Context: an optimization exercise on an open-source flow, tuned for small area. The choices shown serve that exercise and are no tape-out recipe. Function was checked by simulation only, so behaviour that the tests miss may differ from the original. Power figures rest on the tool's default switching activity, not on a simulated workload.

==> raven: inputs <==
Design mc723_core, start of the top module:
module mc723_core (
    input  wire        clk,
    input  wire        rst,         
    input  wire        cmd_valid,
    input  wire [67:0] cmd,
    output wire [5:0]  status,      
    output reg         rsp_valid,
    output wire [63:0] rsp_data
);
    localparam OP_RESET   = 4'h1;
    localparam OP_RECORD  = 4'h2;
    localparam OP_CHECK   = 4'h3;
    localparam OP_DREAD   = 4'h4;
    localparam OP_DWRITE  = 4'h5;
    localparam OP_IFETCH  = 4'h6;
    localparam OP_BTAKEN  = 4'h7;
    localparam OP_BNTAKEN = 4'h8;
    localparam OP_RDCTR   = 4'h9;
    localparam OP_RDSTAT  = 4'hA;
    localparam F_ILLEGAL_OPCODE  = 3'd1;
    localparam F_ILLEGAL_OPERAND = 3'd2;
    localparam F_NOT_READY       = 3'd3;
    localparam F_CHECK_NO_RECORD = 3'd4;
    localparam F_RECORD_NO_CHECK = 3'd5;
    wire [3:0]  op = cmd[67:64];
    wire [31:0] A  = cmd[63:32];
    wire [31:0] B  = cmd[31:0];
    reg       armed;
    reg       ready;
    reg [2:0] fault;
    assign status = {armed, ready, 1'b0, fault};
    wire [1:0] rec_kind = A[19:18];
    wire [5:0] rec_dest = A[17:12];
    wire [5:0] rec_src1 = A[11:6];
    wire [5:0] rec_src2 = A[5:0];
    wire [3:0] sel      = A[3:0];
    function slot_ok(input [5:0] s);
        slot_ok = s[5] | (s[4:0] == 5'd0);
    endfunction
    reg op_legal;
    reg operand_ok;
    always @* begin
        op_legal   = (op >= OP_RESET) && (op <= OP_RDSTAT);
        operand_ok = 1'b0;
        case (op)
            OP_RESET, OP_CHECK, OP_RDSTAT:
                operand_ok = (A == 32'd0) && (B == 32'd0);
            OP_RECORD:
  ...
Settings: LEC_CHECK=0, CAP_MARGIN=20, CORE_MARGIN=2, CORE_UTILIZATION=30, SLEW_MARGIN=20; clock period 12.0 ns.
standard.sh (not shown) runs the stock make flow with config.mk's settings and CLKGATE_MAP_FILE= SYNTH_SCRIPT=/design/flow/synth_recipe.tcl, a recipe that flattens the netlist after the stock synthesis.
==> flow/flow/run.sh <==
#!/bin/bash
# Own layout flow: the standard flow (standard.sh) with two changes.
#  1. After the standard synthesis, the logic between the registers is mapped
#     again by ABC for area (remap.tcl). The registers stay the standard
#     synthesis's instances: the same names and the same cells.
#  2. The clock tree is built without dummy loads, from clkbuf_16 buffers
#     driving clusters of up to CTS_SIZE sinks.
# Each tool's output goes to a log_*.txt file in the work folder.
set -euo pipefail
CTS_SIZE=25
W=$(pwd)
F=$W/flow
R=$W/orfs/results/$FLOW_PLATFORM/mc723_core/base
PLAT=$FLOW_HOME/platforms/$FLOW_PLATFORM
YOSYS=$FLOW_HOME/../tools/install/yosys/bin/yosys
[[ -x $YOSYS ]] || YOSYS=yosys

# 1. standard synthesis
bash standard.sh synth > $W/log_synth.txt 2>&1
cp $R/1_2_yosys.v $W/std_1_2_yosys.v

# 2. area re-mapping of the logic
export REMAP_SEQ=$F/seqcells.txt
export REMAP_IN=$W/std_1_2_yosys.v
export REMAP_OUT=$W/remap_1_2_yosys.v
export REMAP_LIB=$PLAT/lib/sky130_fd_sc_hd__tt_025C_1v80.lib
export REMAP_TOP=$FLOW_TOP
export REMAP_ABC=$F/area.abc
export REMAP_DONTUSE="$(sed -n '/DONT_USE_CELLS += /,/^$/p' $PLAT/config.mk | grep -o 'sky130_fd_sc_hd__[a-z0-9_]*' | tr '\n' ' ')"
$YOSYS -c $F/remap.tcl > $W/log_remap.txt 2>&1
cp $REMAP_OUT $R/1_2_yosys.v
touch $R/1_2_yosys.v

# 3. the rest of the standard flow
export CTS_ARGS="-sink_clustering_enable -repair_clock_nets -dont_use_dummy_load -buf_list sky130_fd_sc_hd__clkbuf_16 -sink_clustering_size $CTS_SIZE -sink_clustering_max_diameter 100"
bash standard.sh finish > $W/log_finish.txt 2>&1
==> flow/flow/area.abc <==
&get -n
&st
&dc2
&dch -f
&nf -a -k -p -R 30 -C 32 -F 8 -A 4
&put
topo
==> flow/flow/remap.tcl <==
# Re-maps the combinational logic of the standard synthesis netlist for area.
# The registers stay the very instances the standard synthesis made (same
# names, same cells); only the logic between them is mapped again.
# usage: yosys -c remap.tcl  (env: REMAP_IN, REMAP_OUT, REMAP_LIB, REMAP_TOP, REMAP_ABC, REMAP_DONTUSE)
yosys -import
set lib $::env(REMAP_LIB)
read_liberty -ignore_miss_func $lib
read_verilog $::env(REMAP_IN)
# every cell with state stays a black box (the list is the library's cells
# with an ff or latch group)
set fh [open $::env(REMAP_SEQ) r]
set seq [read $fh]
close $fh
foreach c $seq { blackbox =$c }
hierarchy -top $::env(REMAP_TOP)
flatten -wb
opt_clean -purge
tee -o log_remap_before.stat stat
set du {}
foreach c $::env(REMAP_DONTUSE) { lappend du -dont_use $c }
abc -liberty $lib {*}$du -script $::env(REMAP_ABC)
opt_clean -purge
hilomap -singleton -hicell sky130_fd_sc_hd__conb_1 HI -locell sky130_fd_sc_hd__conb_1 LO
splitnets
opt_clean -purge
insbuf -buf sky130_fd_sc_hd__buf_4 A X
write_verilog -noattr -nohex -nodec $::env(REMAP_OUT)
# check the result against the library's cells as black boxes
design -reset
read_liberty -lib $lib
read_verilog $::env(REMAP_OUT)
hierarchy -check -top $::env(REMAP_TOP)
check -assert -mapped
tee -o log_remap_after.stat stat -liberty $lib
==> flow/flow/seqcells.txt <==
sky130_fd_sc_hd__dfbbn_1 sky130_fd_sc_hd__dfbbn_2 sky130_fd_sc_hd__dfbbp_1 sky130_fd_sc_hd__dfrbp_1 sky130_fd_sc_hd__dfrbp_2 sky130_fd_sc_hd__dfrtn_1 sky130_fd_sc_hd__dfrtp_1 sky130_fd_sc_hd__dfrtp_2 sky130_fd_sc_hd__dfrtp_4 sky130_fd_sc_hd__dfsbp_1 sky130_fd_sc_hd__dfsbp_2 sky130_fd_sc_hd__dfstp_1 sky130_fd_sc_hd__dfstp_2 sky130_fd_sc_hd__dfstp_4 sky130_fd_sc_hd__dfxbp_1 sky130_fd_sc_hd__dfxbp_2 sky130_fd_sc_hd__dfxtp_1 sky130_fd_sc_hd__dfxtp_2 sky130_fd_sc_hd__dfxtp_4 sky130_fd_sc_hd__dlclkp_1 sky130_fd_sc_hd__dlclkp_2 sky130_fd_sc_hd__dlclkp_4 sky130_fd_sc_hd__dlrbn_1 sky130_fd_sc_hd__dlrbn_2 sky130_fd_sc_hd__dlrbp_1 sky130_fd_sc_hd__dlrbp_2 sky130_fd_sc_hd__dlrtn_1 sky130_fd_sc_hd__dlrtn_2 sky130_fd_sc_hd__dlrtn_4 sky130_fd_sc_hd__dlrtp_1 sky130_fd_sc_hd__dlrtp_2 sky130_fd_sc_hd__dlrtp_4 sky130_fd_sc_hd__dlxbn_1 sky130_fd_sc_hd__dlxbn_2 sky130_fd_sc_hd__dlxbp_1 sky130_fd_sc_hd__dlxtn_1 sky130_fd_sc_hd__dlxtn_2 sky130_fd_sc_hd__dlxtn_4 sky130_fd_sc_hd__dlxtp_1 sky130_fd_sc_hd__edfxbp_1 sky130_fd_sc_hd__edfxtp_1 sky130_fd_sc_hd__lpflow_inputisolatch_1 sky130_fd_sc_hd__sdfbbn_1 sky130_fd_sc_hd__sdfbbn_2 sky130_fd_sc_hd__sdfbbp_1 sky130_fd_sc_hd__sdfrbp_1 sky130_fd_sc_hd__sdfrbp_2 sky130_fd_sc_hd__sdfrtn_1 sky130_fd_sc_hd__sdfrtp_1 sky130_fd_sc_hd__sdfrtp_2 sky130_fd_sc_hd__sdfrtp_4 sky130_fd_sc_hd__sdfsbp_1 sky130_fd_sc_hd__sdfsbp_2 sky130_fd_sc_hd__sdfstp_1 sky130_fd_sc_hd__sdfstp_2 sky130_fd_sc_hd__sdfstp_4 sky130_fd_sc_hd__sdfxbp_1 sky130_fd_sc_hd__sdfxbp_2 sky130_fd_sc_hd__sdfxtp_1 sky130_fd_sc_hd__sdfxtp_2 sky130_fd_sc_hd__sdfxtp_4 sky130_fd_sc_hd__sdlclkp_1 sky130_fd_sc_hd__sdlclkp_2 sky130_fd_sc_hd__sdlclkp_4 sky130_fd_sc_hd__sedfxbp_1 sky130_fd_sc_hd__sedfxbp_2 sky130_fd_sc_hd__sedfxtp_1 sky130_fd_sc_hd__sedfxtp_2 sky130_fd_sc_hd__sedfxtp_4
==> inputs of willow, as changes to raven <==
--- a/flow/design.v
+++ b/flow/design.v
@@ -360,30 +360,29 @@
             end else if (do_record) begin
                 armed <= 1'b1;
             end else if (do_check) begin
                 armed <= 1'b0;
             end
         end
     end
+    reg [3:0] rsel;
+    always @(posedge clk)
+        rsel <= (op == OP_RDSTAT) ? 4'hF : sel;
     wire       free = !rsp_valid;
-    reg  [3:0] msel;
-    wire [5:0] served;         
-    wire [5:0] left = pend & ~served;
     reg  [2:0] svc;            
     always @* begin
         svc = 3'd0;
-        if      (left[0]) svc = 3'd0;
-        else if (left[1]) svc = 3'd1;
-        else if (left[2]) svc = 3'd2;
-        else if (left[3]) svc = 3'd3;
-        else if (left[4]) svc = 3'd4;
-        else if (left[5]) svc = 3'd5;
+        if      (pend[0]) svc = 3'd0;
+        else if (pend[1]) svc = 3'd1;
+        else if (pend[2]) svc = 3'd2;
+        else if (pend[3]) svc = 3'd3;
+        else if (pend[4]) svc = 3'd4;
+        else if (pend[5]) svc = 3'd5;
     end
-    always @(posedge clk)
-        msel <= (is_rdctr || is_rdstat) ? ((op == OP_RDSTAT) ? 4'hF : sel) : {1'b0, svc};
+    wire [3:0] msel = free ? {1'b0, svc} : rsel;
     reg [63:0] x;
     reg        use_sub;
     reg        add256;
     always @* begin
         x       = 64'd0;
         use_sub = 1'b0;
         add256  = 1'b0;
@@ -404,30 +403,24 @@
             4'd13: begin x = c_b2h; use_sub = 1'b1; end
             default: x = {58'd0, status};
         endcase
     end
     wire [63:0] a   = use_sub ? c_br : {55'd0, add256, 8'd0};
     wire [63:0] sum = a + (x ^ {64{use_sub}}) + {63'd0, use_sub};
     assign rsp_data = sum;
-    genvar g;
-    generate
-        for (g = 0; g < 6; g = g + 1) begin : srv
-            assign served[g] = free && pend[g] && (msel == g);
-        end
-    endgenerate
     wire [55:0] hbus = is_reset ? 56'd0 : sum[63:8];
     integer k;
     always @(posedge clk) begin
         for (k = 0; k < 6; k = k + 1) begin
-            if (is_reset || served[k])
+            if (is_reset || (free && pend[k] && svc == k))
                 hi[k] <= hbus;
             if (is_reset)
                 pend[k] <= 1'b0;
             else
-                pend[k] <= left[k] || ovf[k];
+                pend[k] <= (pend[k] && !(free && svc == k)) || ovf[k];
         end
     end
 endmodule
 module ctr64 #(
     parameter W = 1
 ) (
     input  wire         clk,
==> flow/run.sh (new file) <==
#!/bin/bash
# synth_recipe.tcl (not shown) runs the flow's synth.tcl, then flattens the netlist and writes it again
# the make line also repeats each setting of config.mk as NAME=value (left out here)
make -C /OpenROAD-flow-scripts/flow DESIGN_CONFIG=/design/flow/config.mk WORK_HOME=/design/flow/orfs CLKGATE_MAP_FILE= SYNTH_SCRIPT=/design/flow/synth_recipe.tcl finish
Settings changed: CORE_UTILIZATION 30 to 45, CTS_BUF_LIST set to sky130_fd_sc_hd__clkbuf_16, CTS_CLUSTER_DIAMETER set to 100, CTS_CLUSTER_SIZE set to 25.
removed: flow/flow/run.sh
removed: flow/flow/area.abc
removed: flow/flow/remap.tcl
removed: flow/flow/seqcells.txt
removed: flow/standard.sh
==> inputs of harbor, as changes to raven <==
--- a/flow/design.v
+++ b/flow/design.v
@@ -360,30 +360,29 @@
             end else if (do_record) begin
                 armed <= 1'b1;
             end else if (do_check) begin
                 armed <= 1'b0;
             end
         end
     end
+    reg [3:0] rsel;
+    always @(posedge clk)
+        rsel <= (op == OP_RDSTAT) ? 4'hF : sel;
     wire       free = !rsp_valid;
-    reg  [3:0] msel;
-    wire [5:0] served;         
-    wire [5:0] left = pend & ~served;
     reg  [2:0] svc;            
     always @* begin
         svc = 3'd0;
-        if      (left[0]) svc = 3'd0;
-        else if (left[1]) svc = 3'd1;
-        else if (left[2]) svc = 3'd2;
-        else if (left[3]) svc = 3'd3;
-        else if (left[4]) svc = 3'd4;
-        else if (left[5]) svc = 3'd5;
+        if      (pend[0]) svc = 3'd0;
+        else if (pend[1]) svc = 3'd1;
+        else if (pend[2]) svc = 3'd2;
+        else if (pend[3]) svc = 3'd3;
+        else if (pend[4]) svc = 3'd4;
+        else if (pend[5]) svc = 3'd5;
     end
-    always @(posedge clk)
-        msel <= (is_rdctr || is_rdstat) ? ((op == OP_RDSTAT) ? 4'hF : sel) : {1'b0, svc};
+    wire [3:0] msel = free ? {1'b0, svc} : rsel;
     reg [63:0] x;
     reg        use_sub;
     reg        add256;
     always @* begin
         x       = 64'd0;
         use_sub = 1'b0;
         add256  = 1'b0;
@@ -404,30 +403,24 @@
             4'd13: begin x = c_b2h; use_sub = 1'b1; end
             default: x = {58'd0, status};
         endcase
     end
     wire [63:0] a   = use_sub ? c_br : {55'd0, add256, 8'd0};
     wire [63:0] sum = a + (x ^ {64{use_sub}}) + {63'd0, use_sub};
     assign rsp_data = sum;
-    genvar g;
-    generate
-        for (g = 0; g < 6; g = g + 1) begin : srv
-            assign served[g] = free && pend[g] && (msel == g);
-        end
-    endgenerate
     wire [55:0] hbus = is_reset ? 56'd0 : sum[63:8];
     integer k;
     always @(posedge clk) begin
         for (k = 0; k < 6; k = k + 1) begin
-            if (is_reset || served[k])
+            if (is_reset || (free && pend[k] && svc == k))
                 hi[k] <= hbus;
             if (is_reset)
                 pend[k] <= 1'b0;
             else
-                pend[k] <= left[k] || ovf[k];
+                pend[k] <= (pend[k] && !(free && svc == k)) || ovf[k];
         end
     end
 endmodule
 module ctr64 #(
     parameter W = 1
 ) (
     input  wire         clk,
==> flow/flow/run.sh (replaced) <==
#!/bin/bash
# Own layout flow: the standard flow (standard.sh) with two changes.
#  1. After the standard synthesis, the logic between the registers is mapped
#     again by ABC for area (remap.tcl). The registers stay the standard
#     synthesis's instances: the same names and the same cells.
#  2. The clock tree is built without dummy loads, from clkbuf_16 buffers
#     driving clusters of up to 25 sinks.
# Each tool's output goes to a log_*.txt file in the work folder.
set -euo pipefail
W=$(pwd)
F=$W/flow
R=$W/orfs/results/$FLOW_PLATFORM/mc723_core/base
PLAT=$FLOW_HOME/platforms/$FLOW_PLATFORM
YOSYS=$FLOW_HOME/../tools/install/yosys/bin/yosys
[[ -x $YOSYS ]] || YOSYS=yosys

# 1. standard synthesis
bash standard.sh synth > $W/log_synth.txt 2>&1
cp $R/1_2_yosys.v $W/std_1_2_yosys.v

# 2. area re-mapping of the logic
export REMAP_SEQ=$F/seqcells.txt
export REMAP_IN=$W/std_1_2_yosys.v
export REMAP_OUT=$W/remap_1_2_yosys.v
export REMAP_LIB=$PLAT/lib/sky130_fd_sc_hd__tt_025C_1v80.lib
export REMAP_TOP=$FLOW_TOP
export REMAP_ABC=$F/area.abc
export REMAP_DONTUSE="$(sed -n '/DONT_USE_CELLS += /,/^$/p' $PLAT/config.mk | grep -o 'sky130_fd_sc_hd__[a-z0-9_]*' | tr '\n' ' ')"
$YOSYS -c $F/remap.tcl > $W/log_remap.txt 2>&1
cp $REMAP_OUT $R/1_2_yosys.v
touch $R/1_2_yosys.v

# 3. the rest of the standard flow
export CTS_ARGS="-sink_clustering_enable -repair_clock_nets -dont_use_dummy_load -buf_list sky130_fd_sc_hd__clkbuf_16 -sink_clustering_size 25 -sink_clustering_max_diameter 100"
bash standard.sh finish > $W/log_finish.txt 2>&1
==> flow/flow/area.abc (replaced) <==
&get -n
&st
&dc2
&dch -f
&nf -a -k -p -R 1000 -C 32 -F 8 -A 4
&put
topo
==> comparison table <==
Beginning of the worst hold path: willow u_ic.valid[5]; raven u_ic.valid[6]; harbor u_dc.val_o[12]
Outcome: willow timing/DRC/antenna clean; raven timing/DRC/antenna clean; harbor timing/DRC/antenna clean
Final Net Count: willow 9940; raven 9225; harbor 9551
Switch Pwr: willow 4.52 mW; raven 5.97 mW; harbor 4.39 mW
R2R cell count: willow 29; raven 31; harbor 45
Multi-input gate area in the final layout: willow 0.0376 mm2; raven 0.0323 mm2; harbor 0.0325 mm2
DRT Wirelength: willow 475000 um; raven 483000 um; harbor 472000 um
Fraction of area in clock buffers and inverters: willow 3.11%; raven 2.80%; harbor 2.72%
Internal portion of total power: willow 16.2 mW; raven 17.2 mW; harbor 16.0 mW
Sequential cell area: willow 0.101 mm2; raven 0.101 mm2; harbor 0.101 mm2
Buf+Inv Stages, Crit Path: willow 3; raven 4; harbor 5
Half-perimeter wire length after detailed placement: willow 283000 um; raven 282000 um; harbor 277000 um
Combinational cell power: willow 0.902 mW; raven 3.24 mW; harbor 0.910 mW
Cell Area, Placed: willow 0.149 mm2; raven 0.146 mm2; harbor 0.147 mm2

==> port drivers added, routing unchanged <==
In the flow no input, the clock included, has a driving cell. The finished layouts below were timed again as built, in two steps. Step 1 assumes that a clkbuf_16 drives the clock port and a buf_2 every other input. Step 2 also shifts input and output timing later by t, the mid clock arrival at the registers, as if the neighbouring blocks saw the same clock. a / b / c = ideal / step 1 / step 2; a / b = the first two.
run	shift t [ns]	slack for setup (ns)	clock arrival spread, ns
raven	1.002	0.362 / 0.249 / -0.181	0.190 / 0.191
willow	0.984	0.700 / 0.594 / 0.187	0.100 / 0.100
harbor	1.022	0.555 / 0.442 / -0.497	0.183 / 0.183
Met with ideal ports but missed after step 2: setup timing in raven and harbor. For harbor, which loses most, drivers alone change the setup slack by -0.113 ns; drivers and shift together by -1.052 ns.
